This is an optimization exercise on Yosys and OpenROAD, whose aim is small area, a short achievable clock period and few clock cycles, not a production implementation. Where RTL was checked, it was by simulation tests only, not by an equivalence proof against the original. The RTL of run 5 was laid out without a check of its function. In runs 6 and 7 the design's own scripts or RTL, not TritonCTS, make the clock network. No driver is modelled on the clock port, so clock power and skew are understated where the tree is cut down; a real chip needs a root buffer or a tree. No activity file was given, so power comes from the tool's default toggle rates.

<file path="config.mk">
export PLATFORM = sky130hd
export DESIGN_NAME = trb_render
export DESIGN_NICKNAME = trb_render
export VERILOG_FILES = /design/flow/design.v
export SDC_FILE = /design/flow/constraint.sdc
export NUM_CORES = 4
export LEC_CHECK = 0
export CAP_MARGIN = 20
export CORE_MARGIN = 2
export CORE_UTILIZATION = 40
export SLEW_MARGIN = 20
</file>
<file path="constraint.sdc">
create_clock -name core_clock -period 10.0 [get_ports {clk}]
set_input_delay 2.0000 -clock core_clock [delete_from_list [all_inputs] [get_ports {clk}]]
set_output_delay 2.0000 -clock core_clock [all_outputs]
set_load 0.01 [all_outputs]
</file>
<file path="design.v">
module trb_render (
    input  wire        clk,
    input  wire        rst,           
    input  wire        start,         
    input  wire [31:0] xscroll,       
    input  wire [31:0] yscroll,       
    input  wire        transp,        
    input  wire        sheet_valid,
    input  wire [31:0] sheet_dim,     
    output wire        busy,
    output reg         done,
    output wire        err,
    output wire [3:0]  errcode,
    output reg         tile_rd,
    output wire [11:0] tile_addr,
    input  wire [33:0] tile_rdata,    
    output reg         idx_rd,
    output reg  [11:0] idx_addr,
    input  wire [1:0]  idx_rdata,
    output reg         fb_we,
    output reg  [9:0]  fb_addr,
    output reg  [7:0]  fb_wdata
);
    reg busy_r, idle_r, chk;
    assign busy = busy_r;
    wire accept = start & idle_r;
    reg [9:0] sw;
    reg       tr;
    reg       err_r, ec1_r, ec0_r;
    assign err     = err_r;
    assign errcode = {1'b0, err_r, ec1_r, ec0_r};
    reg       vG;
    reg [5:0] px;
    reg [2:0] x, y;
    reg [5:0] tx, ty;
    reg       nt0, nt1, nt2, nt3;    
    assign tile_addr = {ty, tx};
    reg       v1, vI, vD, lastW;
    reg [2:0] x1, y1, sx, sy;    
    reg [1:0] dbits;
    reg [31:0] color;
    wire       eol     = (px == 6'd39);
    wire       xw      = (x == 3'd7);
    wire       next_nt = eol | xw;
    wire       advG    = vG & ~(next_nt & (nt0 | nt1));
    wire [5:0] tx_d    = eol ? (xw ? 6'd60 : 6'd59) : {5'd0, xw};
    wire lastD = vD & (fb_addr == 10'd958);
    wire kill  = lastD | (chk & err_r);
    reg [7:0] subc;
    always @(*) begin
        case (idx_rdata)
            2'd0: subc = color[7:0];
            2'd1: subc = color[15:8];
            2'd2: subc = color[23:16];
            default: subc = color[31:24];
        endcase
    end
    wire [1:0] dnow = nt1 ? tile_rdata[33:32] : dbits;
    always @(posedge clk) begin
        if (idle_r) begin
            sw    <= sheet_dim[9:0];
            tr    <= transp;
            err_r <= ~sheet_valid | (sheet_dim[15:3] == 13'd0) | (sheet_dim[31:19] == 13'd0);
            ec1_r <= sheet_valid & ((sheet_dim[15:3] == 13'd0) | (sheet_dim[31:19] == 13'd0));
            ec0_r <= ~sheet_valid;
        end
        x  <= idle_r ? xscroll[2:0] : x + {2'd0, advG};
        tx <= idle_r ? xscroll[8:3] : tx + (advG ? tx_d : 6'd0);
        y  <= idle_r ? yscroll[2:0] : y + {2'd0, advG & eol};
        ty <= idle_r ? yscroll[8:3] : ty + {5'd0, advG & eol & (y == 3'd7)};
        px <= (idle_r | (advG & eol)) ? 6'd0 : px + {5'd0, advG};
        fb_addr <= idle_r ? 10'h3FF : fb_addr + {9'd0, vD};
        x1 <= x;  y1 <= y;
        sx <= x1 ^ {3{dnow[0]}};
        sy <= y1 ^ {3{dnow[1]}};
        nt2 <= nt1; nt3 <= nt2;
        if (nt1) dbits <= tile_rdata[33:32];
        if (nt3) color <= tile_rdata[31:0];
        idx_addr <= sy * sw + {9'd0, sx};
        fb_wdata <= subc;
    end
    always @(posedge clk) begin
        if (rst) begin
            busy_r <= 1'b0; idle_r <= 1'b1; chk <= 1'b0; done <= 1'b0;
            vG <= 1'b0; v1 <= 1'b0; vI <= 1'b0; vD <= 1'b0; lastW <= 1'b0;
            nt0 <= 1'b0; nt1 <= 1'b0;
            tile_rd <= 1'b0; idx_rd <= 1'b0; fb_we <= 1'b0;
        end else begin
            chk   <= accept;
            lastW <= lastD;
            done  <= (chk & err_r) | lastW;
            if (accept) begin
                busy_r <= 1'b1; idle_r <= 1'b0;
            end else if ((chk & err_r) | lastW) begin
                busy_r <= 1'b0; idle_r <= 1'b1;
            end
            fb_we <= vD & ~(tr & (subc == 8'hFF));
            if (kill) begin
                vG <= 1'b0; v1 <= 1'b0; vI <= 1'b0; idx_rd <= 1'b0; vD <= 1'b0;
                nt0 <= 1'b0; nt1 <= 1'b0; tile_rd <= 1'b0;
            end else begin
                if (accept) vG <= 1'b1;
                nt0 <= accept | (advG & next_nt);
                nt1 <= nt0;
                tile_rd <= accept | (advG & next_nt) | nt1;
                v1 <= advG;
                vI <= v1;
                idx_rd <= vI;
                vD <= idx_rd;
            end
        end
    end
endmodule
</file>
<file path="flow/run.sh">
#!/bin/bash
set -euo pipefail
export BUFFER_PORTS_ARGS="-buffer_cell sky130_fd_sc_hd__buf_1"
export SETUP_SLACK_MARGIN=7.05
export CTS_ARGS="-sink_clustering_enable -repair_clock_nets -dont_use_dummy_load -buf_list {sky130_fd_sc_hd__clkbuf_4 sky130_fd_sc_hd__clkbuf_8}"
bash standard.sh > standard.log 2>&1
</file>
<file path="standard.sh">
#!/bin/bash
# synth_recipe.tcl (not shown) runs the flow's synth.tcl, then flattens the netlist and writes it again
# the make line also repeats each setting of config.mk as NAME=value (left out here)
make -C /OpenROAD-flow-scripts/flow DESIGN_CONFIG=/design/flow/config.mk WORK_HOME=/design/flow/orfs CLKGATE_MAP_FILE= SYNTH_SCRIPT=/design/flow/synth_recipe.tcl "${@:-finish}"
</file>
==> flow_metrics.py, run 1 <==
metrics = {
    "sta": {
        "tightest_slew_ns": 0.713,
        "clock.fmax_mhz": 331,
        "post-route-min-period_ns": 3.02,
        "finalCritPeriodShare": 0.302,
        "finalSetupViolCount": 0,
        "slew_headroom": 0.524,
        "hold_viol": 0,
        "rsz0062_at_grt": "yes",
        "maxSlewViolCount": 0,
        "fin_tns_setup_ns": 0,
        "skew_ns": 0.0172,
    },
    "setup_path": {
        "start_kind": "flop",
        "critPathMaxFanout": 3,
        "rr_worst_depth": 10,
        "cp-end-kind": "output pin",
        "r2r_start": "sy[1]",
        "reg2reg_to": "idx_addr[11]",
        "cp.arrival_ns": 1.02,
        "startpoint": "err_r",
        "cp-endpoint": "err",
        "max_stage_delay_ns": 0.43,
        "cpLargestDelayFamily": "flip-flops",
        "worstPathRequired_ns": 8.00,
        "cp.buffers_inverters": 1,
        "slowest_stage": "edfxtp_1",
        "path_cells": "clkbuf_2",
        "worstSetupPathType": "reg2out",
        "r2r_setup_slack_ns": 7.11,
        "cp.depth": 1,
    },
    "clock_network": {
        "path_clk_slew_ns": 0.07,
        "numClockSinks": 130,
        "cts_tree": "yes",
        "postCtsHoldBufs": 0,
        "clockBufferDepth": 2,
        "h-tree-depth": 4,
        "cts_made_buffers": 17,
        "clock_latency_ns": 0.43,
        "clockRootBuffer": "clkbuf_8",
    },
    "routing": {
        "antenna_left": 0,
        "remaining_drc_errors": 0,
        "dr.max_layer_used": "met4",
        "wl_um": 10900,
        "drt_first_iter_violations": 84,
        "first_pass_iters": 4,
        "via_count": 3726,
        "route.met3.wl_um": 576,
        "wl_per_cell_um": 14.1,
        "wl_met2_um": 5370,
        "wl_met1_um": 4740,
        "routed_via_density": 4.79,
    },
    "flow_run": {
        "drv_cap": 0,
    },
    "finish": {
        "antenna_cells": 0,
        "instances_no_fill": 778,
        "final_nets": 786,
        "drive_gt1_frac": 0.234,
        "syn_to_final_growth_pct": 22.0,
        "postLayoutCoreUtil": 0.493,
        "n_fill_cell": 1281,
    },
    "logic_synthesis": {
        "syn_area_mm2": 0.00554,
        "synth-seq-area-share": 0.553,
        "synth_edf_count": 46,
        "syn-instance-count": 438,
        "yosys.cell_types.count": 48,
        "ys_warn_count": 1,
        "synth-main-ff-cell": "dfxtp_1",
        "async_reset_ff_frac": 0,
        "synth_nets": 624,
        "synth-seq-cells": 130,
        "avgSynthCellArea_um2": 12.7,
    },
    "die": {
        "core_mm2": 0.0137,
        "die_x_um": 122,
        "die_area_mm2": 0.0148,
        "fp.dieH_um": 122,
        "io_pins": 189,
        "core.rowCount": 43,
        "initial_core_util": 0.404,
    },
    "grt": {
        "grt_pass1_vias": 3629,
        "grt_pass1_wl_um": 16800,
        "grt-ovfl-total": 0,
        "grt_max_degree": 62,
        "track_usage": 0.152,
        "antenna_found_initial": 0,
    },
    "power": {
        "cellPowerDensity_mw_per_mm2": 210,
        "power_mw": 1.42,
        "ir_drop_mv": 0.0751,
        "p_leak_nw": 2.68,
    },
    "place": {
        "io_buffer_count": 138,
        "dp.final_hpwl_um": 8110,
        "dp.cells": 745,
        "gp_congestion": 0.751,
    },
    "status": {
        "status": "no timing/DRC/antenna violations",
    },
    "worst_hold_path": {
        "hold_class": "reg2reg",
        "hold_start": "nt2",
    },
}
==> placed cells by master (no fill, tap or decap), drive strengths merged, types with 2 or more instances in the layout <==
master   synthesis  final
fa              11     11
nor2b            3      3
o21ai           16     16
dfxtp           84     84
and2            37     37
mux2i            3      3
o21a             3      3
ha              38     38
o31ai            2      2
a2111oi          2      2
a21oi           11     11
buf              8    146
and3             5      5
edfxtp          46     46
xor2            16     16
nand2b          10     10
a21o             4      4
nor4             5      5
nand2           25     25
and4bb           2      2
or2              3      3
inv             12     12
nand4            7      7
nor2            10     10
nor3            12     12
clkbuf           4     26
xnor2           20     20
mux4             8      8
mux2             8      8
nand3           12     12
==> report_power, final <==
part | internal (mW) | switching [mW]
Sequential | 0.623 | 0.0362
Clock | 0.149 | 0.165
Combinational | 0.206 | 0.242
Total | 0.979 | 0.444
==> kinds of logic (layout without fill, tap and decap cells) <==
kind of cell	Yosys count	count (layout)	synth area share
xor gates and xnor gates	36	36	0.0583
DFF	130	130	0.553
adders and majority gates	49	49	0.126
other	1	1	0.000677
muxes	19	19	0.0542
AOI/OAI and AO/OA	42	42	0.0470
and+or+nand+nor	137	137	0.138
buffers and inverters	24	184	0.0237
==> cells in the mapped netlist (all sizes together), types with 5 or more instances <==
| cell | number | area (um^2) |
|---|---|---|
| dfxtp | 84 | 1680 |
| edfxtp | 46 | 1380 |
| ha | 38 | 475 |
| and2 | 37 | 233 |
| nand2 | 25 | 93.8 |
| xnor2 | 20 | 175 |
| o21ai | 16 | 80.1 |
| xor2 | 16 | 148 |
| inv | 12 | 45.0 |
| nand3 | 12 | 60.1 |
| nor3 | 12 | 60.1 |
| a21oi | 11 | 55.1 |
| fa | 11 | 220 |
| nand2b | 10 | 62.6 |
| nor2 | 10 | 37.5 |
| buf | 8 | 61.3 |
| mux2 | 8 | 90.1 |
| mux4 | 8 | 180 |
| nand4 | 7 | 43.8 |
| and3 | 5 | 31.3 |
| nor4 | 5 | 31.3 |
==> layer usage <==
| metal | up-vias | track usage |
|---|---|---|
| li1 | 1869 | - |
| met1 | 1742 | 0.177 |
| met2 | 94 | 0.249 |
| met3 | 21 | 0.0506 |
| met4 | 0 | 0.0769 |
| met5 | - | 0 |
==> how the worst min path moves through the flow <==
stage / end / slack (ns) / cells after the start
after floorplan: nt3 / 0.31 / 0
after global placement: nt3 / 0.32 / 0
after detailed placement: nt3 / 0.31 / 0
after CTS: nt3 / 0.32 / 0
after global routing: nt3 / 0.33 / 0
final: nt3 / 0.32 / 0
==> final cells by class <==
type	count	area (um^2)	area share
Multi-Input combinational cell	284	2420	0.358
Tap cell	180	225	0.0333
Sequential cell	130	3110	0.461
Inverter	12	45.0	0.00666
Clock buffer	17	234	0.0346
Timing Repair Buffer	155	719	0.106
==> timing repair <==
item                       4_1_cts  5_1_grt
resized for setup               63       29
buffers inserted                11        5
pin swaps                        3        7
setup endpoints to repair       39       25
==> per-stage QoR <==
step                worst slack [ns]  hold slack [ns]  instance area (um^2)
finish                          6.98            0.317                  6760
global route                    6.91            0.334                  6760
CTS                             6.92            0.317                  6630
detailed placement              6.31            0.315                  6220
global placement                6.31            0.317                  6220
floorplan                       7.03            0.310                  5570
==> state kept, by name (all words and copies together), names as in the netlist, 2 cells and up <==
signal and count:
px 6, y1 3, sy 3, dbits 2, x 3, sx 3, color 32, ty 6
sw 10, tx 6, fb_wdata 8, fb_addr 10, y 3, x1 3, idx_addr 12
Testbench counts, summed over its fixed seeds: cycles 62,952.
==> inputs of run 2 (changes only) <==
==> flow/run.sh (replaced) <==
#!/bin/bash
set -euo pipefail
export BUFFER_PORTS_ARGS="-buffer_cell sky130_fd_sc_hd__buf_1"
export SETUP_SLACK_MARGIN=6.90
export CTS_ARGS="-sink_clustering_enable -repair_clock_nets -dont_use_dummy_load -buf_list {sky130_fd_sc_hd__clkbuf_4 sky130_fd_sc_hd__clkbuf_8}"
bash standard.sh > standard.log 2>&1
==> run 2 against run 1 <==
Worst setup slack about the same. Area after synthesis unchanged. Sequential share of layout area up 1.3 points. Die area unchanged. Clock power about the same. Critical path type is now in2reg. Largest power group unchanged.
==> flow_metrics.py, run 2 <==
metrics = {
    "finish": {
        "regMostFlops": "color",
        "drive_gt1_frac": 0.0993,
        "n_fill_cell": 1287,
        "layout_common_cells": "137 x buf_1, 78 x dfxtp_1, 46 x edfxtp_1",
        "multi_input_area_mm2": 0.00237,
        "final_nets": 772,
        "syn_to_final_growth_pct": 17.2,
        "layout_commonest_cell": "buf_1",
        "antenna_cells": 0,
        "instances_no_fill": 764,
        "seq_area_mm2": 0.00308,
        "top_regs": "color (32), idx_addr (12)",
        "largest_reg_flops": 32,
    },
    "die": {
        "core.rowCount": 43,
        "initial_core_util": 0.404,
        "fp.dieH_um": 122,
        "die_x_um": 122,
        "core_mm2": 0.0137,
        "io_pins": 189,
        "die_area_mm2": 0.0148,
    },
    "sta": {
        "clock.fmax_mhz": 331,
        "fin_tns_setup_ns": 0,
        "hold_viol": 0,
        "tightest_slew_ns": 0.925,
        "maxSlewViolCount": 0,
        "rsz0062_at_grt": "yes",
        "finalCritPeriodShare": 0.302,
        "post-route-min-period_ns": 3.02,
        "slew_headroom": 0.383,
        "finalSetupViolCount": 0,
        "skew_ns": 0.0141,
    },
    "setup_path": {
        "worstPathRequired_ns": 10.29,
        "cp.arrival_ns": 3.32,
        "path_cells": "buf_1 -> mux4_2 -> nand4_1 -> nor3_1 -> nor3b_1",
        "worstSetupPathType": "in2reg",
        "start_kind": "input port",
        "max_stage_delay_ns": 0.38,
        "cp-end-kind": "flop",
        "slowest_stage": "buf_1",
        "critPathMaxFanout": 8,
    },
    "logic_synthesis": {
        "syn_area_mm2": 0.00554,
        "synth_area_leaders": "dfxtp_1 30%, edfxtp_1 25%, ha_1 8.6%, and2_1 4.1%, fa_1 4.0%",
        "synth.most_common_cell": "dfxtp_1",
        "synthTopCellsByCount": "84 x dfxtp_1, 46 x edfxtp_1, 38 x ha_1",
        "synth_top_area_share": 0.303,
        "synth-main-ff-cell": "dfxtp_1",
        "synth-seq-area-share": 0.553,
        "synth-seq-cells": 130,
        "async_reset_ff_frac": 0,
        "ys_warn_count": 1,
        "synth_nets": 624,
        "syn-instance-count": 438,
        "synth_area_leader_cell": "dfxtp_1",
        "yosys.cell_types.count": 48,
        "synth_edf_count": 46,
        "avgSynthCellArea_um2": 12.7,
    },
    "clock_network": {
        "clockBufferDepth": 2,
        "h-tree-depth": 4,
        "clockRootBuffer": "clkbuf_8",
        "postCtsHoldBufs": 0,
        "path_clk_slew_ns": 0.07,
        "numClockSinks": 130,
        "clock_latency_ns": 0.41,
        "cts_tree": "yes",
        "cts_made_buffers": 17,
    },
    "routing": {
        "wl_um": 10200,
        "via_count": 3650,
        "drt_first_iter_violations": 177,
        "routed_via_density": 4.78,
        "antenna_left": 0,
        "wl_per_cell_um": 13.3,
        "first_pass_iters": 4,
        "remaining_drc_errors": 0,
    },
    "place": {
        "dp.cells": 746,
        "io_buffer_count": 138,
        "gp_congestion": 0.743,
        "dp.final_hpwl_um": 7680,
    },
    "power": {
        "switching_share": 0.309,
        "p_sw_uw": 430,
        "ir_drop_mv": 0.0718,
        "power_frac_seq": 0.474,
        "p_leak_nw": 2.50,
        "power.internal_uw": 961,
        "cellPowerDensity_mw_per_mm2": 214,
        "combPwrFrac": 0.301,
        "p_clk_frac": 0.225,
    },
    "flow_run": {
        "drv_cap": 0,
    },
    "grt": {
        "grt_pass1_vias": 3649,
        "antenna_found_initial": 0,
        "grt_max_degree": 41,
        "grt_pass1_wl_um": 16800,
        "grt-ovfl-total": 0,
        "track_usage": 0.147,
    },
    "worst_hold_path": {
        "hold_class": "reg2reg",
    },
    "status": {
        "status": "no timing/DRC/antenna violations",
    },
}
## run 2: cell counts after synthesis
Identical to the previous run, type by type.
## run 2: timing repair
action | CTS | global route
resized for setup | 5 | 10
pin swaps | 0 | 2
endpoints found under the setup margin | 6 | 9
gates cloned | 0 | 0
buffers inserted | 0 | 1
hold endpoints to repair | 0 | 0
## run 2: path summary, 6_finish.rpt
| kind | slack (ns) | endpoint | cells past startpoint | start |
|---|---|---|---|---|
| worst min-delay path | 0.33 | nt3 | 0 | nt2 |
| worst min register to register | 0.33 | nt3 | 0 | nt2 |
| worst max register to register | 6.99 | idx_addr[11] | 10 | sy[2] |
| worst max-delay path | 6.98 | fb_we | 5 | idx_rdata[1] |
## run 2: logic make-up after synthesis
family / count (synthesis) / share of synthesized area
AO/OA/AOI/OAI: 42 / 0.0470
XOR/XNOR: 36 / 0.0583
adder cells (fa/ha/maj): 49 / 0.126
buffers and inverters: 24 / 0.0237
flip-flops: 130 / 0.553
multiplexers: 19 / 0.0542
other: 1 / 0.000677
AND/OR/NAND/NOR: 137 / 0.138
## run 2: power groups by stage
stage	clock (mW)	combinational (mW)	sequential [mW]
floorplan	0	0.289	0.679
global placement	0	0.399	0.667
global route	0.351	0.482	0.667
CTS	0.332	0.410	0.659
finish	0.312	0.419	0.660
detailed placement	0	0.404	0.669
## run 2: layout make-up
cell class / count / area share
sequential: 130 / 0.474
timing repair buffer: 141 / 0.0834
inverter: 12 / 0.00694
clock buffer: 17 / 0.0360
multi-input combinational: 284 / 0.365
tap: 180 / 0.0347
## run 2: metrics by stage
step / area, um^2 / hold slack (ns) / setup slack, ns / utilization / total power, mW
2_1_floorplan: 5540 / 0.310 / 6.91 / - / 0.968
3_3_place_gp: 6210 / 0.310 / 6.21 / 0.453 / 1.07
3_5_place_dp: 6210 / 0.314 / 6.23 / 0.453 / 1.07
4_1_cts: 6450 / 0.331 / 6.71 / 0.470 / 1.40
5_1_grt: 6490 / 0.344 / 6.83 / 0.473 / 1.50
6_report: 6490 / 0.332 / 6.98 / 0.473 / 1.39
## run 2: routing by layer
layer  GRT usage  vias to the layer above  part of all wire
li1            -                     1835                 -
met1       0.168                     1713              0.42
met2       0.248                       88              0.50
met3      0.0557                       14             0.056
met4      0.0639                        0             0.021
met5           0                        -                 0
## run 2: worst max-delay path: cells and delay by family
| family | cells | cell delay, ns |
|---|---|---|
| AND/OR/NAND/NOR | 3 | 0.61 |
| buffers and inverters | 1 | 0.38 |
| multiplexers | 1 | 0.32 |
==> inputs of run 3 (changes only) <==
--- a/design.v
+++ b/design.v
@@ -38,3 +38,3 @@
     reg       v1, vI, vD, lastW;
-    reg [2:0] x1, y1, sx, sy;    
+    reg [2:0] sx, sy;            
     reg [1:0] dbits;
@@ -72,5 +72,4 @@
         fb_addr <= idle_r ? 10'h3FF : fb_addr + {9'd0, vD};
-        x1 <= x;  y1 <= y;
-        sx <= x1 ^ {3{dnow[0]}};
-        sy <= y1 ^ {3{dnow[1]}};
+        sx <= (x - 3'd1) ^ {3{dnow[0]}};
+        sy <= (y - {2'd0, px == 6'd0}) ^ {3{dnow[1]}};
         nt2 <= nt1; nt3 <= nt2;
==> flow/run.sh (replaced) <==
#!/bin/bash
set -euo pipefail
export BUFFER_PORTS_ARGS="-buffer_cell sky130_fd_sc_hd__buf_1"
export SETUP_SLACK_MARGIN=6.95
export CTS_ARGS="-sink_clustering_enable -repair_clock_nets -dont_use_dummy_load -buf_list {sky130_fd_sc_hd__clkbuf_4 sky130_fd_sc_hd__clkbuf_8}"
bash standard.sh > standard.log 2>&1
==> run 3 against run 2 <==
Clock skew increased by 0.0026 ns. Cell area is 1.8% higher. Via count grew 1.6%. Highest routed layer unchanged. Critical path depth is 4 lower. Critical endpoint is now errcode[2]. Still clean on timing, DRC and antenna. Cell count increased by 1.3%.
==> flow_metrics.py, run 3 <==
metrics = {
    "setup_path": {
        "r2r_setup_slack_ns": 7.11,
        "cp-end-kind": "output pin",
        "slowest_stage": "edfxtp_1",
        "start_kind": "flop",
        "path_cells": "buf_6",
        "worstPathRequired_ns": 8.00,
        "cp.arrival_ns": 1.08,
        "r2r_start": "sy[2]",
        "critPathMaxFanout": 3,
        "startpoint": "err_r",
        "max_stage_delay_ns": 0.48,
        "cpLargestDelayFamily": "flip-flops",
        "cp.buffers_inverters": 1,
        "worstSetupPathType": "reg2out",
    },
    "logic_synthesis": {
        "yosys.cell_types.count": 55,
        "async_reset_ff_frac": 0,
        "synth_nets": 637,
        "synth-seq-cells": 124,
        "ys_warn_count": 1,
        "synth_area_leaders": "dfxtp_1 28%, edfxtp_1 25%, ha_1 9.5%, fa_1 4.0%, and2_1 3.9%",
        "synth-main-ff-cell": "dfxtp_1",
        "synth.most_common_cell": "dfxtp_1",
        "syn-instance-count": 447,
        "synth_top_area_share": 0.281,
        "syn_area_mm2": 0.00555,
        "synth-seq-area-share": 0.530,
        "avgSynthCellArea_um2": 12.4,
        "synth_edf_count": 46,
        "synth_area_leader_cell": "dfxtp_1",
        "synthTopCellsByCount": "78 x dfxtp_1, 46 x edfxtp_1, 42 x ha_1",
    },
    "clock_network": {
        "cts_made_buffers": 17,
        "clock_latency_ns": 0.44,
        "postCtsHoldBufs": 0,
        "cts_tree": "yes",
        "h-tree-depth": 4,
        "numClockSinks": 124,
        "clockBufferDepth": 2,
        "clockRootBuffer": "clkbuf_8",
        "path_clk_slew_ns": 0.07,
    },
    "sta": {
        "finalCritPeriodShare": 0.308,
        "fin_ws_ns": 6.92,
        "slew_headroom": 0.511,
        "hold_viol": 0,
        "fin_tns_setup_ns": 0,
        "post-route-min-period_ns": 3.08,
        "skew_ns": 0.0167,
        "clock.fmax_mhz": 325,
        "rsz0062_at_grt": "yes",
        "holdWs_ns": 0.344,
        "finalSetupViolCount": 0,
        "tightest_slew_ns": 0.730,
        "maxSlewViolCount": 0,
    },
    "finish": {
        "seq_area_mm2": 0.00297,
        "top_regs": "color (32), idx_addr (12)",
        "drive_gt1_frac": 0.131,
        "n_fill_cell": 1270,
        "layout_common_cells": "135 x buf_1, 66 x dfxtp_1, 46 x edfxtp_1",
        "antenna_cells": 0,
        "postLayoutCoreUtil": 0.482,
        "regMostFlops": "color",
        "syn_to_final_growth_pct": 19.2,
        "layout_commonest_cell": "buf_1",
        "largest_reg_flops": 32,
        "final_nets": 786,
        "multi_input_area_mm2": 0.00256,
        "instances_no_fill": 774,
    },
    "grt": {
        "grt_pass1_vias": 3679,
        "antenna_found_initial": 0,
        "grt-ovfl-total": 0,
        "track_usage": 0.149,
        "grt_pass1_wl_um": 17000,
        "grt_max_degree": 60,
    },
    "power": {
        "p_leak_nw": 2.57,
        "cellPowerDensity_mw_per_mm2": 226,
        "ir_drop_mv": 0.112,
    },
    "die": {
        "io_pins": 189,
        "core.rowCount": 43,
        "initial_core_util": 0.404,
        "die_x_um": 122,
        "die_area_mm2": 0.0148,
        "core_mm2": 0.0137,
        "fp.dieH_um": 122,
    },
    "worst_hold_path": {
        "hold_start": "nt2",
        "hold_class": "reg2reg",
    },
    "routing": {
        "drt_first_iter_violations": 127,
        "antenna_left": 0,
        "remaining_drc_errors": 0,
        "via_count": 3710,
        "routed_via_density": 4.79,
        "first_pass_iters": 4,
        "wl_per_cell_um": 13.3,
        "wl_um": 10300,
    },
    "place": {
        "io_buffer_count": 138,
        "post-place-ws_ns": 6.37,
        "dp.final_hpwl_um": 7530,
        "dp.cells": 755,
        "gp_congestion": 0.804,
    },
    "flow_run": {
        "drv_cap": 0,
    },
    "status": {
        "status": "no timing/DRC/antenna violations",
    },
}
run 3: cell types whose count changed after synthesis, sizes merged, moves of 2 or more:
| cell | change |
|---|---|
| nor4bb | +2 |
| nand3 | +3 |
| nand4 | -3 |
| xor2 | +3 |
| nor2 | +3 |
| and2 | -2 |
| inv | +7 |
| ha | +4 |
| o21a | -2 |
| dfxtp | -6 |
run 3: report_power, final:
group	switching, mW	internal, mW	total (mW)
Combinational	0.282	0.264	0.546
Clock	0.165	0.149	0.314
Sequential	0.0358	0.600	0.636
run 3: what timing repair did:
action	4_1_cts	5_1_grt
setup buffers	0	2
resized for setup	18	20
endpoints found under the hold margin	0	0
setup endpoints to repair	11	12
pin swaps	1	3
run 3: routing by layer:
| layer | GRT usage | up-vias | wire [um] |
|---|---|---|---|
| met1 | 0.182 | 1756 | 4570 |
| met2 | 0.237 | 81 | 5030 |
| met5 | 0 | - | 0 |
| li1 | - | 1853 | - |
| met4 | 0.0690 | 0 | 251 |
| met3 | 0.0506 | 20 | 471 |
run 3: logic make-up (layout without fill, tap and decap cells):
logic type                 count (synthesis)  after routing  synth area share
and+or+nand+nor                          139            139             0.143
DFF                                      124            124             0.530
adders and majority gates                 53             53             0.134
AOI/OAI and AO/OA                         41             41            0.0456
xor gates and xnor gates                  39             39            0.0629
buffers and inverters                     31            178            0.0289
muxes                                     19             19            0.0541
other                                      1              1          0.000676
run 3: final cells by class:
type | count | area share
clock buffers | 17 | 0.0354
repair buffers | 142 | 0.0844
well taps | 180 | 0.0341
inverters | 19 | 0.0108
flip-flops and latches | 124 | 0.448
multi-input cells | 292 | 0.387
run 3: final timing paths:
path | depth (start not counted) | end
max reg2reg | 10 | idx_addr[10]
min reg2reg | 0 | nt3
min | 0 | nt3
max | 1 | errcode[2]
run 3: metrics by stage:
step	power (mW)	instance area [um^2]
finish	1.50	6610
detailed placement	1.13	6220
CTS	1.47	6500
global placement	1.12	6220
floorplan	1.01	5550
global route	1.63	6610
Testbench counts of run 3, summed over its fixed seeds: cycles 62,952.
==> inputs of run 4 (changes only) <==
--- a/design.v
+++ b/design.v
@@ -38,3 +38,3 @@
     reg       v1, vI, vD, lastW;
-    reg [2:0] sx, sy;            
+    reg [2:0] x1, y1, sx, sy;    
     reg [1:0] dbits;
@@ -45,3 +45,2 @@
     wire       advG    = vG & ~(next_nt & (nt0 | nt1));
-    wire [5:0] tx_d    = eol ? (xw ? 6'd60 : 6'd59) : {5'd0, xw};
     wire lastD = vD & (fb_addr == 10'd958);
@@ -66,10 +65,10 @@
         end
-        x  <= idle_r ? xscroll[2:0] : x + {2'd0, advG};
-        tx <= idle_r ? xscroll[8:3] : tx + (advG ? tx_d : 6'd0);
-        y  <= idle_r ? yscroll[2:0] : y + {2'd0, advG & eol};
-        ty <= idle_r ? yscroll[8:3] : ty + {5'd0, advG & eol & (y == 3'd7)};
+        {tx, x} <= idle_r ? xscroll[8:0] :
+                   {tx, x} + (advG ? (eol ? 9'h1D9 : 9'h001) : 9'h000);
+        {ty, y} <= idle_r ? yscroll[8:0] : {ty, y} + {8'd0, advG & eol};
         px <= (idle_r | (advG & eol)) ? 6'd0 : px + {5'd0, advG};
         fb_addr <= idle_r ? 10'h3FF : fb_addr + {9'd0, vD};
-        sx <= (x - 3'd1) ^ {3{dnow[0]}};
-        sy <= (y - {2'd0, px == 6'd0}) ^ {3{dnow[1]}};
+        x1 <= x;  y1 <= y;
+        sx <= x1 ^ {3{dnow[0]}};
+        sy <= y1 ^ {3{dnow[1]}};
         nt2 <= nt1; nt3 <= nt2;
==> run 4 against run 3 <==
Still clean. Cell area is 0.44% lower. Maximum frequency is 2.4% higher. Clock power hardly changed. Sequential share of layout area is 2.1 points higher. Critical path depth stayed put. Synthesized cell count is 3.1% higher. Cell count is 1.7% higher. Clock skew is 0.0018 ns higher. Critical path type unchanged. Largest power group unchanged. Highest routed layer unchanged.
==> flow_metrics.py, run 4 <==
metrics = {
    "flow_run": {
        "drv_cap": 0,
    },
    "logic_synthesis": {
        "synth_area_leader_cell": "dfxtp_1",
        "synth_nets": 638,
        "synth_top_area_share": 0.301,
        "synth-seq-area-share": 0.548,
        "synthTopCellsByCount": "84 x dfxtp_1, 46 x edfxtp_1, 37 x nand2_1",
        "ys_warn_count": 1,
        "synth-main-ff-cell": "dfxtp_1",
        "syn_area_mm2": 0.00559,
        "avgSynthCellArea_um2": 12.1,
        "synth-seq-cells": 130,
        "yosys.cell_types.count": 60,
        "synth_edf_count": 46,
        "async_reset_ff_frac": 0,
        "syn-instance-count": 461,
        "synth_area_leaders": "dfxtp_1 30%, edfxtp_1 25%, ha_1 6.7%, xnor2_1 4.1%, fa_1 3.6%",
        "synth.most_common_cell": "dfxtp_1",
    },
    "setup_path": {
        "slowest_stage": "edfxtp_1",
        "cp.buffers_inverters": 1,
        "cp.depth": 1,
        "r2r_setup_slack_ns": 7.08,
        "max_stage_delay_ns": 0.43,
        "worstSetupPathType": "reg2out",
        "cp-end-kind": "output pin",
        "r2r_start": "sy[2]",
        "critPathMaxFanout": 3,
        "startpoint": "err_r",
        "path_cells": "clkbuf_2",
        "cpLargestDelayFamily": "flip-flops",
        "start_kind": "flop",
        "cp.arrival_ns": 1.01,
        "worstPathRequired_ns": 8.00,
        "reg2reg_to": "idx_addr[11]",
        "cp-endpoint": "err",
        "rr_worst_depth": 10,
    },
    "sta": {
        "clock.fmax_mhz": 332,
        "fin_tns_setup_ns": 0,
        "skew_ns": 0.0185,
        "slew_headroom": 0.649,
        "post-route-min-period_ns": 3.01,
        "maxSlewViolCount": 0,
        "hold_viol": 0,
        "rsz0062_at_grt": "yes",
        "tightest_slew_ns": 0.527,
        "finalSetupViolCount": 0,
        "finalCritPeriodShare": 0.301,
    },
    "routing": {
        "drt_first_iter_violations": 174,
        "wl_um": 11100,
        "antenna_left": 0,
        "first_pass_iters": 4,
        "wl_per_cell_um": 14.1,
        "via_count": 3855,
        "remaining_drc_errors": 0,
        "routed_via_density": 4.90,
    },
    "clock_network": {
        "cts_tree": "yes",
        "path_clk_slew_ns": 0.06,
        "postCtsHoldBufs": 0,
        "clock_latency_ns": 0.43,
        "h-tree-depth": 4,
        "numClockSinks": 130,
        "clockRootBuffer": "clkbuf_8",
        "clockBufferDepth": 2,
        "cts_made_buffers": 17,
    },
    "grt": {
        "antenna_found_initial": 0,
        "grt_max_degree": 50,
        "grt-ovfl-total": 0,
        "grt_pass1_wl_um": 17900,
        "grt_pass1_vias": 3760,
        "track_usage": 0.158,
    },
    "finish": {
        "layout_common_cells": "125 x buf_1, 67 x dfxtp_1, 46 x edfxtp_1",
        "regMostFlops": "color",
        "syn_to_final_growth_pct": 17.7,
        "drive_gt1_frac": 0.133,
        "layout_commonest_cell": "buf_1",
        "top_regs": "color (32), idx_addr (12)",
        "final_area_mm2": 0.00658,
        "largest_reg_flops": 32,
        "antenna_cells": 0,
        "final_nets": 786,
    },
    "die": {
        "core_mm2": 0.0138,
        "io_pins": 189,
        "die_x_um": 122,
        "fp.dieH_um": 122,
        "die_area_mm2": 0.0149,
        "initial_core_util": 0.406,
        "core.rowCount": 43,
    },
    "status": {
        "status": "no timing/DRC/antenna violations",
    },
    "place": {
        "dp.final_hpwl_um": 8470,
        "placement.cell_area_mm2": 0.00627,
        "gp_congestion": 0.815,
        "io_buffer_count": 138,
    },
    "power": {
        "cellPowerDensity_mw_per_mm2": 212,
        "power_mw": 1.39,
        "ir_drop_mv": 0.0936,
        "p_leak_nw": 2.51,
    },
    "worst_hold_path": {
        "hold_class": "reg2reg",
    },
}
[run 4: how the worst min path moves through the flow]
| stage | start | to | slack (ns) | depth (start not counted) |
|---|---|---|---|---|
| after CTS | nt2 | nt3 | 0.35 | 0 |
| after global placement | nt2 | nt3 | 0.34 | 0 |
| after global routing | nt2 | nt3 | 0.36 | 0 |
| after floorplan | nt2 | nt3 | 0.31 | 0 |
| final | nt2 | nt3 | 0.34 | 0 |
| after detailed placement | nt2 | nt3 | 0.34 | 0 |
[run 4: layer usage]
layer / wire, um / track usage
met1: 4820 / 0.190
met2: 5660 / 0.262
met3: 511 / 0.0520
met4: 82 / 0.0625
met5: 0 / 0
[run 4: area by class of cell]
cell class	instances	area, um^2
fillers	1313	7190
multi-input cells	302	2410
clock buffers	17	234
repair buffers	141	557
inverters	17	68.8
flip-flops and latches	130	3090
well taps	180	225
[run 4: timing repair]
item                       CTS  global route
setup endpoints to repair   15            16
buffers inserted             1             0
gates cloned                 0             0
pin swaps                    0             3
gates resized for setup     17            20
[run 4: power by group]
part | internal [mW] | leakage [nW] | switching [mW]
clock | 0.149 | 0.122 | 0.164
sequential | 0.622 | 1.13 | 0.0390
combinational | 0.192 | 1.25 | 0.227
total | 0.963 | 2.51 | 0.431
[run 4: per-stage QoR]
step           worst slack, ns  hold slack [ns]  instances  utilization
4_1_cts                   6.84            0.353        787        0.475
3_3_place_gp              6.32            0.344        769        0.455
2_1_floorplan             6.95            0.310        461            -
3_5_place_dp              6.32            0.341        769        0.455
5_1_grt                   6.91            0.361        787        0.478
6_report                  6.99            0.344        787        0.478
[run 4: cell families (layout without fill, tap and decap cells)]
group | count (synthesis) | count (layout) | share of synthesized area
simple gates | 150 | 150 | 0.149
flops | 130 | 130 | 0.548
compound gates | 54 | 54 | 0.0589
fa+ha+maj | 41 | 41 | 0.105
xor+xnor | 39 | 39 | 0.0624
buf+inv | 29 | 175 | 0.0266
mux | 17 | 17 | 0.0495
other cells | 1 | 1 | 0.000671
Testbench counts of run 4, summed over its fixed seeds: cycles 62,952.
==> inputs of run 5 (changes only) <==
--- a/design.v
+++ b/design.v
@@ -41,2 +41,3 @@
     reg [31:0] color;
+    reg [3:0]  is255;                
     wire       eol     = (px == 6'd39);
@@ -45,2 +46,3 @@
     wire       advG    = vG & ~(next_nt & (nt0 | nt1));
+    wire [5:0] tx_d    = eol ? (xw ? 6'd60 : 6'd59) : {5'd0, xw};
     wire lastD = vD & (fb_addr == 10'd958);
@@ -48,8 +50,9 @@
     reg [7:0] subc;
+    reg       sub255;
     always @(*) begin
         case (idx_rdata)
-            2'd0: subc = color[7:0];
-            2'd1: subc = color[15:8];
-            2'd2: subc = color[23:16];
-            default: subc = color[31:24];
+            2'd0: begin subc = color[7:0];   sub255 = is255[0]; end
+            2'd1: begin subc = color[15:8];  sub255 = is255[1]; end
+            2'd2: begin subc = color[23:16]; sub255 = is255[2]; end
+            default: begin subc = color[31:24]; sub255 = is255[3]; end
         endcase
@@ -65,5 +68,6 @@
         end
-        {tx, x} <= idle_r ? xscroll[8:0] :
-                   {tx, x} + (advG ? (eol ? 9'h1D9 : 9'h001) : 9'h000);
-        {ty, y} <= idle_r ? yscroll[8:0] : {ty, y} + {8'd0, advG & eol};
+        x  <= idle_r ? xscroll[2:0] : x + {2'd0, advG};
+        tx <= idle_r ? xscroll[8:3] : tx + (advG ? tx_d : 6'd0);
+        y  <= idle_r ? yscroll[2:0] : y + {2'd0, advG & eol};
+        ty <= idle_r ? yscroll[8:3] : ty + {5'd0, advG & eol & (y == 3'd7)};
         px <= (idle_r | (advG & eol)) ? 6'd0 : px + {5'd0, advG};
@@ -75,3 +79,7 @@
         if (nt1) dbits <= tile_rdata[33:32];
-        if (nt3) color <= tile_rdata[31:0];
+        if (nt3) begin
+            color <= tile_rdata[31:0];
+            is255 <= {&tile_rdata[31:24], &tile_rdata[23:16],
+                      &tile_rdata[15:8],  &tile_rdata[7:0]};
+        end
         idx_addr <= sy * sw + {9'd0, sx};
@@ -94,3 +102,3 @@
             end
-            fb_we <= vD & ~(tr & (subc == 8'hFF));
+            fb_we <= vD & ~(tr & sub255);
             if (kill) begin
==> run 5 against run 4 <==
Wire length is 2.3% lower. Register-to-register slack lost 0.04 ns. Non-clock buffer count up 3. Cell count down 0.76%. Global-route usage decreased by 1.0 points. Worst hold slack got worse by 0.019 ns. Critical path type unchanged.
==> flow_metrics.py, run 5 <==
metrics = {
    "routing": {
        "via_count": 3810,
        "first_pass_iters": 4,
        "wl_um": 10800,
        "remaining_drc_errors": 0,
        "wl_per_cell_um": 13.8,
        "routed_via_density": 4.88,
        "drt_first_iter_violations": 195,
        "antenna_left": 0,
    },
    "logic_synthesis": {
        "synth_area_leaders": "dfxtp_1 29%, edfxtp_1 26%, ha_1 8.3%, and2_1 3.9%, fa_1 3.8%",
        "avgSynthCellArea_um2": 12.7,
        "synth-main-ff-cell": "dfxtp_1",
        "synth-seq-area-share": 0.556,
        "synthTopCellsByCount": "84 x dfxtp_1, 50 x edfxtp_1, 38 x ha_1",
        "yosys.cell_types.count": 45,
        "syn_area_mm2": 0.00573,
        "synth.most_common_cell": "dfxtp_1",
        "synth_nets": 638,
        "synth_edf_count": 50,
        "synth_top_area_share": 0.294,
        "syn-instance-count": 452,
        "async_reset_ff_frac": 0,
        "synth_area_leader_cell": "dfxtp_1",
        "ys_warn_count": 1,
        "synth-seq-cells": 134,
    },
    "setup_path": {
        "cp.arrival_ns": 1.00,
        "cpLargestDelayFamily": "flip-flops",
        "path_cells": "buf_1",
        "worstPathRequired_ns": 8.00,
        "reg2reg_to": "idx_addr[11]",
        "cp.depth": 1,
        "cp-end-kind": "output pin",
        "start_kind": "flop",
        "max_stage_delay_ns": 0.40,
        "slowest_stage": "dfxtp_1",
        "rr_worst_depth": 10,
        "r2r_setup_slack_ns": 7.04,
        "startpoint": "ty[2]",
        "cp-endpoint": "tile_addr[8]",
        "critPathMaxFanout": 4,
        "worstSetupPathType": "reg2out",
        "r2r_start": "sy[2]",
        "cp.buffers_inverters": 1,
    },
    "place": {
        "io_buffer_count": 138,
        "placement.cell_area_mm2": 0.00641,
        "dp.final_hpwl_um": 8190,
        "gp_congestion": 0.761,
    },
    "grt": {
        "grt_max_degree": 47,
        "grt.busiest_layer": "met2",
        "grt_pass1_vias": 3734,
        "antenna_found_initial": 0,
        "grtUsageMet1": 0.166,
        "grt-ovfl-total": 0,
        "grt.met2_usage": 0.251,
        "track_usage": 0.148,
        "grt_pass1_wl_um": 16900,
        "grtUsageMet3": 0.0508,
    },
    "power": {
        "cellPowerDensity_mw_per_mm2": 211,
        "ir_drop_mv": 0.108,
        "p_leak_nw": 2.58,
    },
    "finish": {
        "antenna_cells": 0,
        "layout_common_cells": "134 x buf_1, 75 x dfxtp_1, 50 x edfxtp_1",
        "drive_gt1_frac": 0.116,
        "final_area_mm2": 0.00671,
        "top_regs": "color (32), idx_addr (12)",
        "largest_reg_flops": 32,
        "regMostFlops": "color",
        "final_nets": 789,
        "layout_commonest_cell": "buf_1",
        "syn_to_final_growth_pct": 17.1,
    },
    "clock_network": {
        "cts_made_buffers": 17,
        "clock_latency_ns": 0.44,
        "clockRootBuffer": "clkbuf_8",
        "clockBufferDepth": 2,
        "numClockSinks": 134,
        "h-tree-depth": 4,
        "path_clk_slew_ns": 0.06,
        "cts_tree": "yes",
    },
    "sta": {
        "fin_tns_setup_ns": 0,
        "post-route-min-period_ns": 3.00,
        "maxSlewViolCount": 0,
        "clock.fmax_mhz": 334,
        "tightest_slew_ns": 0.779,
        "slew_headroom": 0.481,
        "rsz0062_at_grt": "yes",
        "finalCritPeriodShare": 0.300,
        "skew_ns": 0.0236,
        "hold_viol": 0,
        "finalSetupViolCount": 0,
    },
    "die": {
        "core_mm2": 0.0139,
        "core.rowCount": 43,
        "die_area_mm2": 0.0153,
        "io_pins": 189,
        "die_x_um": 124,
        "fp.dieH_um": 124,
        "initial_core_util": 0.411,
    },
    "worst_hold_path": {
        "hold_class": "reg2reg",
    },
    "status": {
        "status": "no timing/DRC/antenna violations",
    },
    "flow_run": {
        "drv_cap": 0,
    },
}
-- run 5: power breakdown --
| part | leakage (nW) | internal [mW] | switching [mW] |
|---|---|---|---|
| registers | 1.17 | 0.641 | 0.0355 |
| logic | 1.28 | 0.187 | 0.232 |
| clock network | 0.122 | 0.149 | 0.169 |
-- run 5: worst min path at each step --
stage,slack (ns),cells past startpoint,start,end
after floorplan,0.31,0,nt2,nt3
final,0.33,0,nt2,nt3
after global placement,0.31,0,nt2,nt3
after CTS,0.33,0,nt2,nt3
after detailed placement,0.31,0,nt2,nt3
after global routing,0.35,0,nt2,nt3
-- run 5: area by class of cell --
type | count | area (um^2)
fill | 1285 | 7220
inverter | 12 | 45.0
tap | 180 | 225
clock buffer | 17 | 234
timing repair buffer | 144 | 568
sequential | 134 | 3200
multi-input combinational | 294 | 2440
-- run 5: metrics by stage --
stage	utilization	std cells	worst slack, ns	power [mW]	hold WS (ns)
2_1_floorplan	-	452	6.99	0.989	0.310
3_3_place_gp	0.460	760	6.53	1.09	0.311
3_5_place_dp	0.460	760	6.50	1.10	0.315
4_1_cts	0.479	778	6.87	1.43	0.329
5_1_grt	0.482	781	6.92	1.52	0.346
6_report	0.482	781	7.00	1.41	0.326
-- run 5: metal layers --
metal	wire [um]	vias to the layer above
met5	0	-
met3	684	19
met1	4690	1785
li1	-	1905
met4	206	0
met2	5230	101
-- run 5: cells by family after synthesis --
group,share of synthesized area
muxes,0.0563
adders and majority gates,0.121
xor gates and xnor gates,0.0563
and+or+nand+nor,0.140
AOI/OAI and AO/OA,0.0463
other,0.000655
DFF,0.556
buffers and inverters,0.0229
-- run 5: timing repair --
| action | in CTS | in global routing |
|---|---|---|
| gates resized for setup | 11 | 12 |
| hold buffers | 0 | 0 |
| setup buffers | 1 | 3 |
| setup endpoints to repair | 9 | 12 |
| pin swaps | 0 | 5 |
==> inputs of run 6 (changes only) <==
--- a/design.v
+++ b/design.v
@@ -41,3 +41,2 @@
     reg [31:0] color;
-    reg [3:0]  is255;                
     wire       eol     = (px == 6'd39);
@@ -50,9 +49,8 @@
     reg [7:0] subc;
-    reg       sub255;
     always @(*) begin
         case (idx_rdata)
-            2'd0: begin subc = color[7:0];   sub255 = is255[0]; end
-            2'd1: begin subc = color[15:8];  sub255 = is255[1]; end
-            2'd2: begin subc = color[23:16]; sub255 = is255[2]; end
-            default: begin subc = color[31:24]; sub255 = is255[3]; end
+            2'd0: subc = color[7:0];
+            2'd1: subc = color[15:8];
+            2'd2: subc = color[23:16];
+            default: subc = color[31:24];
         endcase
@@ -79,7 +77,3 @@
         if (nt1) dbits <= tile_rdata[33:32];
-        if (nt3) begin
-            color <= tile_rdata[31:0];
-            is255 <= {&tile_rdata[31:24], &tile_rdata[23:16],
-                      &tile_rdata[15:8],  &tile_rdata[7:0]};
-        end
+        if (nt3) color <= tile_rdata[31:0];
         idx_addr <= sy * sw + {9'd0, sx};
@@ -102,3 +96,3 @@
             end
-            fb_we <= vD & ~(tr & sub255);
+            fb_we <= vD & ~(tr & (subc == 8'hFF));
             if (kill) begin
==> flow/run.sh (replaced) <==
#!/bin/bash
set -euo pipefail
export BUFFER_PORTS_ARGS="-buffer_cell sky130_fd_sc_hd__buf_1"
export SETUP_SLACK_MARGIN=7.10
export FLAT_TCL=$PWD/flow/flat.tcl
export POST_CTS_TCL=$PWD/flow/post_cts.tcl
bash standard.sh > standard.log 2>&1
==> flow/flat.tcl (new file) <==
# Rebuild the clock tree as one level: the clock port drives NBUF clock
# buffers, each driving the flip-flops of one region of the core.
proc flat_clock_tree { nbuf bufmaster } {
  set block [ord::get_db_block]
  set db [ord::get_db]
  set master [$db findMaster $bufmaster]
  set clkport_net [$block findNet clk]
  # flip-flop clock pins
  set sinks {}
  foreach inst [$block getInsts] {
    set m [$inst getMaster]
    if { [$m isSequential] } {
      set it [$inst findITerm CLK]
      if { $it != "NULL" } { lappend sinks $it }
    }
  }
  # remove the clock buffers that drive only the clock tree
  set old {}
  foreach inst [$block getInsts] {
    set name [[$inst getMaster] getName]
    if { [string match "sky130_fd_sc_hd__clk*" $name] || [string match "clkload*" [$inst getName]] } {
      set in [$inst findITerm A]
      if { $in != "NULL" && [$in getNet] != "NULL" } {
        set n [[$in getNet] getName]
        if { $n == "clk" || [string match "clknet*" $n] } { lappend old $inst }
      }
    }
  }
  foreach it $sinks { $it disconnect }
  set oldnets {}
  foreach inst $old {
    foreach it [$inst getITerms] {
      set n [$it getNet]
      if { $n != "NULL" && [string match "clknet*" [$n getName]] } { lappend oldnets $n }
      $it disconnect
    }
    odb::dbInst_destroy $inst
  }
  foreach n [lsort -unique $oldnets] { odb::dbNet_destroy $n }
  # split the sinks by x then y into nbuf groups (nbuf = 1, 2 or 4)
  set pts {}
  foreach it $sinks {
    set bb [[$it getInst] getBBox]
    lappend pts [list [expr {([$bb xMin] + [$bb xMax]) / 2}] [expr {([$bb yMin] + [$bb yMax]) / 2}] $it]
  }
  set groups [list $pts]
  if { $nbuf >= 2 } {
    set s [lsort -integer -index 0 $pts]
    set h [expr {[llength $s] / 2}]
    set groups [list [lrange $s 0 [expr {$h - 1}]] [lrange $s $h end]]
  }
  if { $nbuf >= 4 } {
    set g2 {}
    foreach g $groups {
      set s [lsort -integer -index 1 $g]
      set h [expr {[llength $s] / 2}]
      lappend g2 [lrange $s 0 [expr {$h - 1}]] [lrange $s $h end]
    }
    set groups $g2
  }
  set i 0
  foreach g $groups {
    set sx 0; set sy 0
    foreach p $g { incr sx [lindex $p 0]; incr sy [lindex $p 1] }
    set cx [expr {$sx / [llength $g]}]
    set cy [expr {$sy / [llength $g]}]
    set b [odb::dbInst_create $block $master "clkflat_$i"]
    set n [odb::dbNet_create $block "clknet_flat_$i"]
    $n setSigType CLOCK
    [$b findITerm A] connect $clkport_net
    [$b findITerm X] connect $n
    $b setLocation $cx $cy
    $b setPlacementStatus PLACED
    foreach p $g { [lindex $p 2] connect $n }
    incr i
  }
  puts "flat clock tree: [llength $sinks] sinks, removed [llength $old] buffers, $i new $bufmaster"
}
==> flow/post_cts.tcl (new file) <==
# Runs at the end of ORFS's CTS step: replace the clock tree that CTS built by
# a one-level tree (four clock buffers on the clock port, each driving the
# flip-flops of one quarter of the core), then legalize and repair timing
# again.
source $::env(FLAT_TCL)
flat_clock_tree 4 sky130_fd_sc_hd__clkbuf_16
set_propagated_clock [all_clocks]
estimate_parasitics -placement
detailed_placement
estimate_parasitics -placement
repair_timing_helper
detailed_placement
check_placement -verbose
==> run 6 against run 5 <==
Still clean. Utilization up 0.71 points. Clock power decreased by 36%. Synthesized cell count is 3.1% lower. Sequential power shrank 3.5%. Largest cell class unchanged. Largest power group unchanged. Highest routed layer unchanged.
==> flow_metrics.py, run 6 <==
metrics = {
    "grt": {
        "grt_pass1_wl_um": 16900,
        "grt_max_degree": 62,
        "grt-ovfl-total": 0,
        "antenna_found_initial": 0,
        "grt_pass1_vias": 3607,
        "track_usage": 0.144,
    },
    "logic_synthesis": {
        "synthTopCellsByCount": "84 x dfxtp_1, 46 x edfxtp_1, 38 x ha_1",
        "synth_edf_count": 46,
        "synth-main-ff-cell": "dfxtp_1",
        "synth-seq-area-share": 0.553,
        "synth_top_area_share": 0.303,
        "yosys.cell_types.count": 48,
        "synth_area_leaders": "dfxtp_1 30%, edfxtp_1 25%, ha_1 8.6%, and2_1 4.1%, fa_1 4.0%",
        "avgSynthCellArea_um2": 12.7,
        "synth-seq-cells": 130,
        "synth_nets": 624,
        "ys_warn_count": 1,
        "async_reset_ff_frac": 0,
        "syn-instance-count": 438,
        "synth_area_leader_cell": "dfxtp_1",
        "synth.most_common_cell": "dfxtp_1",
        "syn_area_mm2": 0.00554,
    },
    "clock_network": {
        "clock_latency_ns": 0.18,
        "path_clk_slew_ns": 0.12,
        "numClockSinks": 130,
    },
    "setup_path": {
        "cp.buffers_inverters": 1,
        "worstPathRequired_ns": 10.11,
        "path_cells": "buf_12 -> mux4_2 -> nand4_1 -> nor3_2 -> nor3b_2",
        "start_kind": "input port",
        "cp-end-kind": "flop",
        "worstSetupPathType": "in2reg",
        "r2r_setup_slack_ns": 7.12,
        "rr_worst_depth": 11,
        "r2r_start": "sw[1]",
        "cpLargestDelayFamily": "multiplexers",
        "reg2reg_to": "idx_addr[11]",
        "max_stage_delay_ns": 0.51,
        "slowest_stage": "mux4_2",
        "critPathMaxFanout": 8,
        "cp.arrival_ns": 3.03,
    },
    "power": {
        "cellPowerDensity_mw_per_mm2": 198,
        "ir_drop_mv": 0.0919,
        "power_mw": 1.33,
        "p_leak_nw": 2.62,
    },
    "finish": {
        "layout_commonest_cell": "buf_1",
        "seq_area_mm2": 0.00311,
        "syn_to_final_growth_pct": 21.0,
        "multi_input_area_mm2": 0.00246,
        "top_regs": "color (32), idx_addr (12)",
        "largest_reg_flops": 32,
        "final_nets": 778,
        "drive_gt1_frac": 0.215,
        "regMostFlops": "color",
        "antenna_cells": 0,
        "layout_common_cells": "106 x buf_1, 57 x dfxtp_1, 46 x edfxtp_1",
        "n_fill_cell": 1261,
    },
    "worst_hold_path": {
        "hold_path_end": "nt3",
        "hold_depth": 0,
        "hold_class": "reg2reg",
        "hold_start": "nt2",
    },
    "sta": {
        "post-route-min-period_ns": 2.92,
        "tightest_slew_ns": 0.621,
        "finalSetupViolCount": 0,
        "finalCritPeriodShare": 0.292,
        "slew_headroom": 0.586,
        "maxSlewViolCount": 0,
        "hold_viol": 0,
        "fin_tns_setup_ns": 0,
        "rsz0062_at_grt": "yes",
        "skew_ns": 0.0160,
        "holdWs_ns": 0.343,
        "clock.fmax_mhz": 343,
    },
    "routing": {
        "first_pass_iters": 4,
        "drt_first_iter_violations": 85,
        "routed_via_density": 4.79,
        "wl_per_cell_um": 14.0,
        "antenna_left": 0,
        "wl_um": 10800,
        "remaining_drc_errors": 0,
        "via_count": 3691,
    },
    "place": {
        "io_buffer_count": 138,
        "dp.final_hpwl_um": 8150,
        "gp_congestion": 0.748,
    },
    "die": {
        "core_mm2": 0.0137,
        "io_pins": 189,
        "initial_core_util": 0.404,
        "die_x_um": 122,
        "core.rowCount": 43,
        "die_area_mm2": 0.0148,
        "fp.dieH_um": 122,
    },
    "flow_run": {
        "drv_cap": 0,
    },
    "status": {
        "status": "no timing/DRC/antenna violations",
    },
}
[run 6: cell types whose count changed in the layout (fill, tap and decap cells not counted), moves of 5 or more]
cell and delta:
buf_1 -28, buf_2 +27, dfxtp_1 -18, clkbuf_8 -17, buf_4 +16, dfxtp_2 +13
nand4_1 -7, dfxtp_4 +5
[run 6: how the worst max path moves through the flow]
stage,end,depth (start not counted),startpoint
global placement,fb_we,5,idx_rdata[0]
detailed placement,fb_we,5,idx_rdata[0]
floorplan,fb_we,5,idx_rdata[0]
finish,fb_we,5,idx_rdata[0]
global route,fb_we,5,idx_rdata[0]
[run 6: final cells by class]
type | instances | share of cell area
Tap cell | 180 | 0.0336
Multi-Input combinational cell | 284 | 0.366
Inverter | 12 | 0.00672
Timing Repair Buffer | 160 | 0.114
Sequential cell | 130 | 0.464
Buffer | 4 | 0.0149
[run 6: cells by family (layout without fill, tap and decap cells)]
kind of cell             after synthesis  in the layout  share of synthesized area
buffers and inverters                 24            176                     0.0237
AO/OA/AOI/OAI                         42             42                     0.0470
AND/OR/NAND/NOR                      137            137                      0.138
XOR/XNOR                              36             36                     0.0583
multiplexers                          19             19                     0.0542
adder cells (fa/ha/maj)               49             49                      0.126
other                                  1              1                   0.000677
flip-flops                           130            130                      0.553
[run 6: through the flow]
stage | setup WS, ns | cells | utilization | area (um^2)
2_1_floorplan | 7.03 | 438 | - | 5570
3_3_place_gp | 6.30 | 745 | 0.453 | 6220
3_5_place_dp | 6.32 | 745 | 0.453 | 6220
5_1_grt | 6.99 | 770 | 0.489 | 6710
6_report | 7.08 | 770 | 0.489 | 6710
[run 6: power breakdown]
part	switching (mW)	total (mW)	internal [mW]
clock	0.130	0.205	0.0749
combinational	0.252	0.472	0.220
sequential	0.0310	0.653	0.622
total	0.413	1.33	0.917
[run 6: worst register-to-register path, delay by kind of cell, from the launching register on]
kind,cells,cell delay (ns)
compound gates,3,0.49
fa+ha+maj,4,1.16
buf+inv,1,0.15
flops,1,0.41
simple gates,3,0.64
[run 6: layer usage]
layer	up-vias	global-route usage	part of all wire	routed length (um)
met1	1776	0.183	0.44	4720
met4	0	0.0395	0.016	171
met5	-	0	0	0
met3	10	0.0257	0.039	426
li1	1845	-	-	-
met2	60	0.254	0.51	5490
Testbench counts of run 6, summed over its fixed seeds: cycles 62,952.
==> inputs of run 7 (changes only) <==
--- a/flow/run.sh
+++ b/flow/run.sh
@@ -3,3 +3,3 @@
 export BUFFER_PORTS_ARGS="-buffer_cell sky130_fd_sc_hd__buf_1"
-export SETUP_SLACK_MARGIN=7.10
+export SETUP_SLACK_MARGIN=7.25
 export FLAT_TCL=$PWD/flow/flat.tcl
==> run 7 against run 6 <==
Still clean on timing, DRC and antenna. Sequential share of layout area is 2.3 points lower. Worst hold slack gained 0.0063 ns. Combinational power increased by 3%. Die area did not move. Critical path type unchanged. Critical endpoint unchanged. Largest power group unchanged.
==> flow_metrics.py, run 7 <==
metrics = {
    "status": {
        "status": "no timing/DRC/antenna violations",
    },
    "finish": {
        "regMostFlops": "color",
        "drive_gt1_frac": 0.294,
        "n_fill_cell": 1235,
        "largest_reg_flops": 32,
        "layout_common_cells": "83 x buf_1, 52 x dfxtp_1, 46 x edfxtp_1",
        "syn_to_final_growth_pct": 27.6,
        "instances_no_fill": 786,
        "final_nets": 794,
        "layout_commonest_cell": "buf_1",
        "top_regs": "color (32), idx_addr (12)",
        "antenna_cells": 0,
    },
    "logic_synthesis": {
        "avgSynthCellArea_um2": 12.7,
        "synth_area_leaders": "dfxtp_1 30%, edfxtp_1 25%, ha_1 8.6%, and2_1 4.1%, fa_1 4.0%",
        "synth_area_leader_cell": "dfxtp_1",
        "synth_top_area_share": 0.303,
        "synth-seq-area-share": 0.553,
        "synthTopCellsByCount": "84 x dfxtp_1, 46 x edfxtp_1, 38 x ha_1",
        "async_reset_ff_frac": 0,
        "syn_area_mm2": 0.00554,
        "synth_edf_count": 46,
        "synth_nets": 624,
        "ys_warn_count": 1,
        "syn-instance-count": 438,
        "synth-seq-cells": 130,
        "synth.most_common_cell": "dfxtp_1",
        "synth-main-ff-cell": "dfxtp_1",
        "yosys.cell_types.count": 48,
    },
    "routing": {
        "via_count": 3760,
        "first_pass_iters": 4,
        "routed_via_density": 4.78,
        "drt_first_iter_violations": 93,
        "remaining_drc_errors": 0,
        "wl_per_cell_um": 14.6,
        "antenna_left": 0,
        "wl_um": 11400,
    },
    "setup_path": {
        "cp-end-kind": "flop",
        "worstPathRequired_ns": 10.10,
        "slowest_stage": "mux4_2",
        "critPathMaxFanout": 8,
        "max_stage_delay_ns": 0.52,
        "worstSetupPathType": "in2reg",
        "cpLargestDelayFamily": "multiplexers",
        "cp.arrival_ns": 3.02,
        "start_kind": "input port",
        "cp.buffers_inverters": 1,
        "path_cells": "buf_12 -> mux4_2 -> nand4_1 -> nor3_1 -> nor3b_1",
    },
    "die": {
        "die_area_mm2": 0.0148,
        "fp.dieH_um": 122,
        "io_pins": 189,
        "die_x_um": 122,
        "core_mm2": 0.0137,
        "core.rowCount": 43,
        "initial_core_util": 0.404,
    },
    "sta": {
        "fin_ws_ns": 7.08,
        "slew_headroom": 0.590,
        "maxSlewViolCount": 0,
        "holdWs_ns": 0.350,
        "post-route-min-period_ns": 2.92,
        "tightest_slew_ns": 0.614,
        "hold_viol": 0,
        "skew_ns": 0.0119,
        "finalSetupViolCount": 0,
        "fin_tns_setup_ns": 0,
        "finalCritPeriodShare": 0.292,
        "clock.fmax_mhz": 343,
        "rsz0062_at_grt": "yes",
    },
    "grt": {
        "antenna_found_initial": 0,
        "grt_pass1_vias": 3753,
        "grt_pass1_wl_um": 17700,
        "grt_max_degree": 62,
        "grt-ovfl-total": 0,
        "track_usage": 0.153,
    },
    "place": {
        "dp.cells": 745,
        "dp.final_hpwl_um": 8140,
        "post-place-ws_ns": 6.36,
        "gp_congestion": 0.739,
        "io_buffer_count": 138,
    },
    "power": {
        "cellPowerDensity_mw_per_mm2": 191,
        "power_mw": 1.35,
        "ir_drop_mv": 0.106,
        "p_leak_nw": 2.84,
    },
    "clock_network": {
        "path_clk_slew_ns": 0.12,
        "numClockSinks": 130,
        "clock_latency_ns": 0.18,
    },
    "flow_run": {
        "drv_cap": 0,
    },
    "worst_hold_path": {
        "hold_class": "reg2reg",
    },
}
run 7: cell counts after synthesis:
No cell type changed its count.
run 7: final timing paths:
| path | startpoint | to | slack (ns) | cells past startpoint |
|---|---|---|---|---|
| setup / recovery | idx_rdata[0] | fb_we | 7.08 | 5 |
| hold reg to reg | nt2 | nt3 | 0.35 | 0 |
| setup reg to reg | sw[0] | idx_addr[11] | 7.09 | 10 |
| hold / removal | nt2 | nt3 | 0.35 | 0 |
run 7: final cells by class:
class | instances | area, um^2 | area share
Buffer | 4 | 100 | 0.0142
Multi-Input combinational cell | 284 | 2510 | 0.355
Tap cell | 180 | 225 | 0.0318
Sequential cell | 130 | 3120 | 0.441
Inverter | 12 | 47.5 | 0.00672
Timing Repair Buffer | 176 | 1070 | 0.151
run 7: power breakdown:
group | total, mW | switching [mW] | internal (mW) | leakage, nW
logic | 0.484 | 0.250 | 0.234 | 1.65
registers | 0.661 | 0.0379 | 0.623 | 1.13
clock network | 0.203 | 0.128 | 0.0749 | 0.0493
run 7: stage by stage:
stage	util	instance area (um^2)
after floorplan	-	5580
after global placement	0.454	6230
after detailed placement	0.454	6230
after global routing	0.516	7070
final	0.516	7070
run 7: per-layer routing:
| layer | wire (um) | global-route usage | vias up |
|---|---|---|---|
| li1 | - | - | 1881 |
| met1 | 4720 | 0.180 | 1783 |
| met2 | 6110 | 0.284 | 86 |
| met3 | 448 | 0.0239 | 10 |
| met4 | 168 | 0.0474 | 0 |
| met5 | 0 | 0 | - |
run 7: cells by family (layout without fill, tap and decap cells):
kind of cell               count (synthesis)  in the layout  synth area share
other                                      1              1          0.000677
and+or+nand+nor                          137            137             0.138
adders and majority gates                 49             49             0.126
xor gates and xnor gates                  36             36            0.0583
buffers and inverters                     24            192            0.0237
muxes                                     19             19            0.0542
DFF                                      130            130             0.553
AOI/OAI and AO/OA                         42             42            0.0470

## afterwards: timing with drivers on the ports
Ports are ideal in the flow. The routed layouts listed here were re-timed in OpenROAD. Step 1 (the two cells are an assumption about what drives the block):
set clk [get_ports {clk}]
set_driving_cell -lib_cell sky130_fd_sc_hd__clkbuf_16 $clk
set_driving_cell -lib_cell sky130_fd_sc_hd__buf_2 [delete_from_list [all_inputs] $clk]
Step 2 also shifts input and output timing later by t, the mid clock arrival at the registers, as if the neighbouring blocks saw the same clock. a / b / c = ideal ports / drivers / drivers and shift; a / b = the first two.
| run | t, ns | setup slack, ns | hold WS [ns] | worst setup path at the end | latest minus earliest clock arrival (ns) |
|---|---|---|---|---|---|
| run 1 | 0.461 | 6.977 / 6.940 / 6.705 | 0.317 / 0.317 / 0.317 | input to register | 0.018 / 0.017 |
| run 2 | 0.443 | 6.977 / 6.951 / 6.542 | 0.332 / 0.332 / 0.332 | input to register | 0.021 / 0.021 |
| run 3 | 0.460 | 6.919 / 6.883 / 6.671 | 0.344 / 0.344 / 0.344 | input to register | 0.022 / 0.022 |
| run 4 | 0.455 | 6.992 / 6.956 / 6.645 | 0.344 / 0.344 / 0.344 | input to register | 0.026 / 0.026 |
| run 5 | 0.458 | 7.004 / 6.971 / 6.842 | 0.326 / 0.326 / 0.326 | input to register | 0.026 / 0.026 |
| run 6 | 0.255 | 7.085 / 7.092 / 6.837 | 0.343 / 0.343 / 0.343 | input to register | 0.016 / 0.016 |
| run 7 | 0.262 | 7.084 / 7.087 / 6.846 | 0.350 / 0.350 / 0.350 | input to register | 0.013 / 0.013 |
After both steps setup and hold are still met in every run listed. For run 2, which loses most, drivers alone change the setup slack by -0.026 ns; drivers and shift together by -0.435 ns.
